What follows belongs to an exercise in optimizing a design on an open flow for small area, a short achievable clock period and few clock cycles per item; a production flow would make more cautious choices. Only simulation tests tie the RTL to the original design; equivalence was not proved. Power figures rest on the tool's default switching activity, not on a simulated workload.

==> flow/design.v (excerpt) <==
module hpsdr_telem (
    input  wire        clk,
    input  wire        rst,
    input  wire        in_valid,
    output wire        in_ready,
    input  wire [7:0]  in_c0,
    input  wire [31:0] in_data,
    output wire        out_valid,
    input  wire        out_ready,
    output reg  [2:0]  out_kind,
    output reg  [2:0]  out_keys,
    output reg  [31:0] out_a,
    output reg  [31:0] out_b
);
    localparam [2:0] K_INFO   = 3'd0;
    localparam [2:0] K_FWD    = 3'd1;
    localparam [2:0] K_REV    = 3'd2;
    localparam [2:0] K_SUPPLY = 3'd3;
    localparam [2:0] K_ADC    = 3'd4;
    localparam [2:0] K_RAW    = 3'd5;
    localparam [2:0] K_REV0   = 3'd6;    
    reg v1, v2, v3;
    reg skid_full;
    wire en   = ~v3 | out_ready;
    wire take = in_valid & ~skid_full;
    assign in_ready  = ~skid_full;
    assign out_valid = v3;
    reg [2:0] in_kind;
    always @(*) begin
        case (in_c0[7:3])
            5'd0:    in_kind = K_INFO;
            5'd1:    in_kind = K_FWD;
            5'd2:    in_kind = K_REV;
            5'd3:    in_kind = K_SUPPLY;
            5'd4:    in_kind = K_ADC;
            default: in_kind = K_RAW;
        endcase
    end
    reg [2:0]  sk_kind;
    reg [2:0]  sk_keys;
    reg [31:0] sk_data;
    wire [2:0]  s_kind = skid_full ? sk_kind : in_kind;
    wire [2:0]  s_keys = skid_full ? sk_keys : in_c0[2:0];
    wire [31:0] s_data = skid_full ? sk_data : in_data;
    wire [15:0] s_hi   = s_data[31:16];
    wire [15:0] s_lo   = s_data[15:0];
    wire [19:0] u_hi = {1'b0, s_hi, 3'b0} + {3'b0, s_hi, 1'b0} + {4'b0, s_hi} - 20'd110;
    wire [19:0] u_lo = {1'b0, s_lo, 3'b0} + {3'b0, s_lo, 1'b0} + {4'b0, s_lo};
    wire        s_rev = (s_kind == K_REV);
    wire        s_ul  = (s_kind == K_FWD) | (s_kind == K_SUPPLY);
    reg [2:0]  r1_kind, r2_kind;
    reg [2:0]  r1_keys, r2_keys;
    reg [15:0] r1_h, r2_h;
    reg [19:0] r1_u;
    reg [39:0] r2_t;
    wire        gb = (r1_kind == K_FWD) | (r1_kind == K_REV);
  ...
export LEC_CHECK = 0
export CAP_MARGIN = 20
export CORE_MARGIN = 2
export CORE_UTILIZATION = 40
export SLEW_MARGIN = 20
export SYNTH_HIERARCHICAL = 1
create_clock -name core_clock -period 12.0 [get_ports {clk}]
run.sh (not shown) runs the stock make flow with config.mk's settings and CLKGATE_MAP_FILE= SYNTH_SCRIPT=/design/flow/synth_recipe.tcl, a recipe that flattens the netlist after the stock synthesis.
Testbench counts at the start, summed over its fixed seeds: cycles 3,224, items 3,200.
Next try:
--- a/flow/design.v
+++ b/flow/design.v
@@ -35,32 +35,38 @@
             5'd4:    in_kind = K_ADC;
             default: in_kind = K_RAW;
         endcase
     end
     reg [2:0]  sk_kind;
     reg [2:0]  sk_keys;
     reg [31:0] sk_data;
-    wire [2:0]  s_kind = skid_full ? sk_kind : in_kind;
-    wire [2:0]  s_keys = skid_full ? sk_keys : in_c0[2:0];
-    wire [31:0] s_data = skid_full ? sk_data : in_data;
+    reg        v0;
+    reg [2:0]  s_kind;
+    reg [2:0]  s_keys;
+    reg [31:0] s_data;
     wire [15:0] s_hi   = s_data[31:16];
     wire [15:0] s_lo   = s_data[15:0];
     wire [19:0] u_hi = {1'b0, s_hi, 3'b0} + {3'b0, s_hi, 1'b0} + {4'b0, s_hi} - 20'd110;
     wire [19:0] u_lo = {1'b0, s_lo, 3'b0} + {3'b0, s_lo, 1'b0} + {4'b0, s_lo};
     wire        s_rev = (s_kind == K_REV);
-    wire        s_ul  = (s_kind == K_FWD) | (s_kind == K_SUPPLY);
+    wire        s_fwd = (s_kind == K_FWD);
+    wire        s_sup = (s_kind == K_SUPPLY);
+    wire        s_oth = ~(s_rev | s_fwd | s_sup);
+    wire [19:0] s_ub  = ({20{s_rev}} & u_hi) | ({20{s_fwd}} & u_lo);
+    wire [19:0] s_us  = ({20{s_sup}} & u_lo) | ({20{s_oth}} & {4'd0, s_lo});
     reg [2:0]  r1_kind, r2_kind;
     reg [2:0]  r1_keys, r2_keys;
     reg [15:0] r1_h, r2_h;
-    reg [19:0] r1_u;
+    reg [19:0] r1_ub, r1_us;
+    reg        r1_gs;
     reg [39:0] r2_t;
-    wire        gb = (r1_kind == K_FWD) | (r1_kind == K_REV);
-    wire        gs = (r1_kind == K_SUPPLY);
+    wire        conv = (r1_kind == K_FWD) | (r1_kind == K_REV) | (r1_kind == K_REV0) |
+                       (r1_kind == K_SUPPLY);
     wire [39:0] t;
-    hpsdr_s2 u_s2 (.u(r1_u), .gb(gb), .gs(gs), .t(t));
+    hpsdr_s2 u_s2 (.ub(r1_ub), .us(r1_us), .gs(r1_gs), .t(t));
     wire [30:0] qb;
     hpsdr_bridge u_br (.t(r2_t), .q(qb));
     wire [7:0] c1 = r2_h[15:8];
     wire [7:0] c2 = r2_h[7:0];
     wire [7:0] c3 = r2_t[15:8];
     wire [7:0] c4 = r2_t[7:0];
     function [8:0] ver(input [7:0] v);
@@ -85,42 +91,49 @@
             K_ADC:    begin a_n = {28'd0, c4[0], c3[0], c2[0], c1[0]};
                             b_n = {4'd0, c4[7:1], c3[7:1], c2[7:1], c1[7:1]}; end
             default:  begin a_n = {r2_h, r2_t[15:0]}; b_n = 32'd0; end
         endcase
     end
     always @(posedge clk) begin
         if (rst) begin
+            v0 <= 1'b0;
             v1 <= 1'b0;
             v2 <= 1'b0;
             v3 <= 1'b0;
             skid_full <= 1'b0;
         end else if (en) begin
-            v1 <= skid_full | take;
+            v0 <= skid_full | take;
+            v1 <= v0;
             v2 <= v1;
             v3 <= v2;
             skid_full <= 1'b0;
         end else if (take) begin
             skid_full <= 1'b1;
         end
     end
     always @(posedge clk) begin
         if (~skid_full) begin
             sk_kind <= in_kind;
             sk_keys <= in_c0[2:0];
             sk_data <= in_data;
         end
         if (en) begin
+            s_kind  <= skid_full ? sk_kind : in_kind;
+            s_keys  <= skid_full ? sk_keys : in_c0[2:0];
+            s_data  <= skid_full ? sk_data : in_data;
             r1_kind <= (s_rev && s_hi <= 16'd10) ? K_REV0 : s_kind;
             r1_keys <= s_keys;
             r1_h    <= s_rev ? s_lo : s_hi;
-            r1_u    <= s_rev ? u_hi : s_ul ? u_lo : {4'd0, s_lo};
+            r1_ub   <= s_ub;
+            r1_us   <= s_us;
+            r1_gs   <= s_sup;
             r2_kind <= r1_kind;
             r2_keys <= r1_keys;
             r2_h    <= r1_h;
-            r2_t    <= {t[39:16], (gb | gs) ? t[15:0] : r1_u[15:0]};
+            r2_t    <= {t[39:16], conv ? t[15:0] : r1_us[15:0]};
             out_kind <= k_n;
             out_keys <= r2_keys;
             out_a    <= a_n;
             out_b    <= b_n;
         end
     end
 endmodule
@@ -130,22 +143,20 @@
     assign {co, s} = a + b + c;
 endmodule
 module hpsdr_ha (a, b, s, co);
     input wire a, b;
     output wire s, co;
     assign {co, s} = a + b;
 endmodule
-module hpsdr_s2 (u, gb, gs, t);
-    input wire [19:0] u;
-    input wire gb;
+module hpsdr_s2 (ub, us, gs, t);
+    input wire [19:0] ub;
+    input wire [19:0] us;
     input wire gs;
     output wire [39:0] t;
-    wire [19:0] ub = u & {20{gb}};
-    wire [19:0] us = u & {20{gs}};
-    wire [19:0] un = ~u & {20{gs}};
+    wire [19:0] un = ~us & {20{gs}};
     wire g1;
     wire g2;
     wire g3;
     wire g4;
     wire g5;
     wire g6;
     wire g7;
What happened: The new run completed without violations. Combinational power rose by well over a third. Wire length is about the same. Worst setup slack gets better by 700 ps. Final area rose by a few percent. Register-to-register slack gets better by 700 ps. Die area rose by a few percent.
Testbench counts after the change, summed over its fixed seeds: cycles 3,232, items 3,200.

hpsdr_telem, a different RTL version from the one above (not shown whole).
Size in the first run: roughly 2700 cells after synthesis, about 380 flip-flops, about 120 I/O pins, about 0.031 mm^2 of cells after synthesis.
==> module hpsdr_telem, before the edit <==
module hpsdr_telem (
    input  wire        clk,
    input  wire        rst,
    input  wire        in_valid,
    output wire        in_ready,
    input  wire [7:0]  in_c0,
    input  wire [31:0] in_data,
    output wire        out_valid,
    input  wire        out_ready,
    output reg  [2:0]  out_kind,
    output reg  [2:0]  out_keys,
    output reg  [31:0] out_a,
    output reg  [31:0] out_b
);
    localparam [2:0] K_INFO   = 3'd0;
    localparam [2:0] K_FWD    = 3'd1;
    localparam [2:0] K_REV    = 3'd2;
    localparam [2:0] K_SUPPLY = 3'd3;
    localparam [2:0] K_ADC    = 3'd4;
    localparam [2:0] K_RAW    = 3'd5;
    localparam [2:0] K_REV0   = 3'd6;    
    reg v1, v2a, v2, v3;
    reg skid_full;
    reg rdy;             
    wire en   = ~v3 | out_ready;
    wire take = in_valid & ~skid_full;
    assign in_ready  = rdy;
    assign out_valid = v3;
    reg [2:0] in_kind;
    always @(*) begin
        case (in_c0[7:3])
            5'd0:    in_kind = K_INFO;
            5'd1:    in_kind = K_FWD;
            5'd2:    in_kind = K_REV;
            5'd3:    in_kind = K_SUPPLY;
            5'd4:    in_kind = K_ADC;
            default: in_kind = K_RAW;
        endcase
    end
    reg [2:0]  sk_kind;
    reg [2:0]  sk_keys;
    reg [31:0] sk_data;
    reg        v0;
    reg [2:0]  s_kind;
    reg [2:0]  s_keys;
    reg [31:0] s_data;
    wire [15:0] s_hi   = s_data[31:16];
    wire [15:0] s_lo   = s_data[15:0];
    wire [19:0] u_hi = {1'b0, s_hi, 3'b0} + {3'b0, s_hi, 1'b0} + {4'b0, s_hi} - 20'd110;
    wire [19:0] u_lo = {1'b0, s_lo, 3'b0} + {3'b0, s_lo, 1'b0} + {4'b0, s_lo};
    wire        s_rev = (s_kind == K_REV);
    wire        s_fwd = (s_kind == K_FWD);
    wire        s_sup = (s_kind == K_SUPPLY);
    wire        s_oth = ~(s_rev | s_fwd | s_sup);
    wire [19:0] s_ub  = ({20{s_rev}} & u_hi) | ({20{s_fwd}} & u_lo);
    wire [19:0] s_us  = ({20{s_sup}} & u_lo) | ({20{s_oth}} & {4'd0, s_lo});
    reg [2:0]  r1_kind, r2a_kind, r2_kind;
    reg [2:0]  r1_keys, r2a_keys, r2_keys;
    reg [15:0] r1_h, r2a_h, r2_h;
    reg [39:0] r2a_ra, r2a_rb;
    reg        r2a_fc;
    reg [19:0] r1_ub, r1_us;
    reg        r1_gs;
    reg [39:0] r2_t;
    reg        r2_selq_a, r2_selq_b;    
    wire [39:0] ra, rb;
    wire        fc;
    hpsdr_s2 u_s2 (.ub(r1_ub), .us(r1_us), .gs(r1_gs), .ra(ra), .rb(rb), .fc(fc));
    wire        conv1 = (r1_kind == K_FWD) | (r1_kind == K_REV) | (r1_kind == K_REV0) |
                        (r1_kind == K_SUPPLY);
    wire [39:0] ra_m = {conv1 ? ra[39:32] : r1_us[15:8], ra[31:0]};
    wire [39:0] rb_m = {conv1 ? rb[39:32] : r1_us[7:0],  rb[31:0]};
    wire        conv = (r2a_kind == K_FWD) | (r2a_kind == K_REV) | (r2a_kind == K_REV0) |
                       (r2a_kind == K_SUPPLY);
    wire [39:0] t;
    hpsdr_cpa40 u_cpa (.ra(r2a_ra), .rb(r2a_rb), .fc(r2a_fc), .t(t));
    wire [30:0] qb;
    hpsdr_bridge u_br (.t(r2_t), .q(qb));
    wire [7:0] c1 = r2_h[15:8];
    wire [7:0] c2 = r2_h[7:0];
    wire [7:0] c3 = r2_t[15:8];
    wire [7:0] c4 = r2_t[7:0];
    function [8:0] ver(input [7:0] v);
        reg [7:0] q, r;
        begin
            q = v / 8'd10;
            r = v % 8'd10;
            ver = {q[4:0], r[3:0]};
        end
    endfunction
    reg [2:0]  k_n;
    reg [31:0] a_r, b_r;
    always @(*) begin
        k_n = r2_kind;
        a_r = 32'd0;
        b_r = 32'd0;
        case (r2_kind)
            K_INFO:   begin a_r = {25'd0, c1[6:0]};
                            b_r = {5'd0, ver(c2), ver(c3), ver(c4)}; end
            K_FWD:    a_r = {16'd0, r2_h};
            K_REV:    b_r = {16'd0, r2_h};
            K_REV0:   begin b_r = {16'd0, r2_h}; k_n = K_REV; end
            K_SUPPLY: begin a_r = {16'd0, r2_h}; b_r = {7'd0, r2_t[24:0]}; end
            K_ADC:    begin a_r = {28'd0, c4[0], c3[0], c2[0], c1[0]};
                            b_r = {4'd0, c4[7:1], c3[7:1], c2[7:1], c1[7:1]}; end
            default:  a_r = {r2_h, r2_t[15:0]};
        endcase
    end
    wire [31:0] a_n, b_n;
    hpsdr_aor u_aor_a (.r(a_r), .s(r2_selq_a), .q({1'b0, qb}), .y(a_n));
    hpsdr_aor u_aor_b (.r(b_r), .s(r2_selq_b), .q({1'b0, qb}), .y(b_n));
    always @(posedge clk) begin
        if (rst) begin
            v0 <= 1'b0;
            v1 <= 1'b0;
            v2a <= 1'b0;
            v2 <= 1'b0;
            v3 <= 1'b0;
            skid_full <= 1'b0;
            rdy <= 1'b1;
        end else if (en) begin
            v0 <= skid_full | take;
            v1 <= v0;
            v2a <= v1;
            v2 <= v2a;
            v3 <= v2;
            skid_full <= 1'b0;
            rdy <= 1'b1;
        end else if (take) begin
            skid_full <= 1'b1;
            rdy <= 1'b0;
        end
    end
    always @(posedge clk) begin
        if (~skid_full) begin
            sk_kind <= in_kind;
            sk_keys <= in_c0[2:0];
            sk_data <= in_data;
        end
        if (en) begin
            s_kind  <= skid_full ? sk_kind : in_kind;
            s_keys  <= skid_full ? sk_keys : in_c0[2:0];
            s_data  <= skid_full ? sk_data : in_data;
            r1_kind <= (s_rev && s_hi <= 16'd10) ? K_REV0 : s_kind;
            r1_keys <= s_keys;
            r1_h    <= s_rev ? s_lo : s_hi;
            r1_ub   <= s_ub;
            r1_us   <= s_us;
            r1_gs   <= s_sup;
            r2a_kind <= r1_kind;
            r2a_keys <= r1_keys;
            r2a_h    <= r1_h;
            r2a_ra   <= ra_m;
            r2a_rb   <= rb_m;
            r2a_fc   <= fc;
            r2_kind <= r2a_kind;
            r2_selq_a <= (r2a_kind == K_REV);
            r2_selq_b <= (r2a_kind == K_FWD);
            r2_keys <= r2a_keys;
            r2_h    <= r2a_h;
            r2_t    <= {t[39:16], conv ? t[15:0] : {r2a_ra[39:32], r2a_rb[39:32]}};
            out_kind <= k_n;
            out_keys <= r2_keys;
            out_a    <= a_n;
            out_b    <= b_n;
        end
    end
endmodule
export LEC_CHECK = 0
export CAP_MARGIN = 20
export CORE_MARGIN = 2
export CORE_UTILIZATION = 40
export SLEW_MARGIN = 20
export SYNTH_HIERARCHICAL = 1
create_clock -name core_clock -period 12.0 [get_ports {clk}]
standard.sh (not shown) runs the stock make flow with config.mk's settings and CLKGATE_MAP_FILE= SYNTH_SCRIPT=/design/flow/synth_recipe.tcl, a recipe that flattens the netlist after the stock synthesis.
==> flow/flow/run.sh <==
#!/bin/bash
set -euo pipefail
bash standard.sh SETUP_SLACK_MARGIN=8 finish > standard_flow.log 2>&1
Testbench counts at the start, summed over its fixed seeds: cycles 3,240, items 3,200.
Rerun with:
--- a/flow/design.v
+++ b/flow/design.v
@@ -20,9 +20,10 @@
     localparam [2:0] K_RAW    = 3'd5;
     localparam [2:0] K_REV0   = 3'd6;    
     reg v1, v2a, v2, v3;
+    reg nv3;             
     reg skid_full;
     reg rdy;             
-    wire en   = ~v3 | out_ready;
+    wire en   = nv3 | out_ready;
     wire take = in_valid & ~skid_full;
     assign in_ready  = rdy;
     assign out_valid = v3;
@@ -116,6 +117,7 @@
             v2a <= 1'b0;
             v2 <= 1'b0;
             v3 <= 1'b0;
+            nv3 <= 1'b1;
             skid_full <= 1'b0;
             rdy <= 1'b1;
         end else if (en) begin
@@ -124,6 +126,7 @@
             v2a <= v1;
             v2 <= v2a;
             v3 <= v2;
+            nv3 <= ~v2;
             skid_full <= 1'b0;
             rdy <= 1'b1;
         end else if (take) begin
What happened: Global-route usage is lower by 0.14 points; clock skew is about the same; final cell count came out lower by 3.1%; setup slack is better by 0.058 ns; combinational power decreases by about 2%; total power shrinks by 2.3%; clock power fell by about 8%; via count falls by 2.2%; core utilization is lower by 0.79 points; register-to-register slack gets better by 0.06 ns; area after synthesis came out lower by 1.0%; worst hold slack hardly moves.
Testbench counts after the change, summed over its fixed seeds: cycles 3,240, items 3,200.

[what the ideal ports hide]
In the flow no input, the clock included, has a driving cell. The finished layouts below were timed again as built, in two steps. Step 1 sets driving cells, clkbuf_16 on the clock port and buf_2 on the other inputs (assumed; they add their load-dependent delay and slew). Step 2, shift: input delay + t, output delay - t, t = (earliest + latest rising clock arrival at the registers) / 2. This alone moves slack from input paths to output paths. Slacks: ideal ports / drivers / drivers and shift; pairs: ideal ports / drivers.
run | shift t [ns] | slack for setup (ns) | worst register clock-pin slew, ns | worst slew at a driven data input, ns
the first run of note 1 | 0.587 | 5.003 / 5.003 / 5.003 | 0.06 / 0.06 | 0.05
the second run of note 1 | 0.633 | 5.707 / 5.707 / 5.707 | 0.07 / 0.07 | 0.04
the first run of note 2 | 0.643 | 7.585 / 7.585 / 7.529 | 0.07 / 0.07 | 0.04
the second run of note 2 | 0.647 | 7.643 / 7.643 / 7.567 | 0.07 / 0.07 | 0.04
After both steps setup and hold are still met in every run listed. The setup slack of the second run of note 2, which loses most, moves by 0.000 ns with the drivers and by -0.076 ns with both steps.
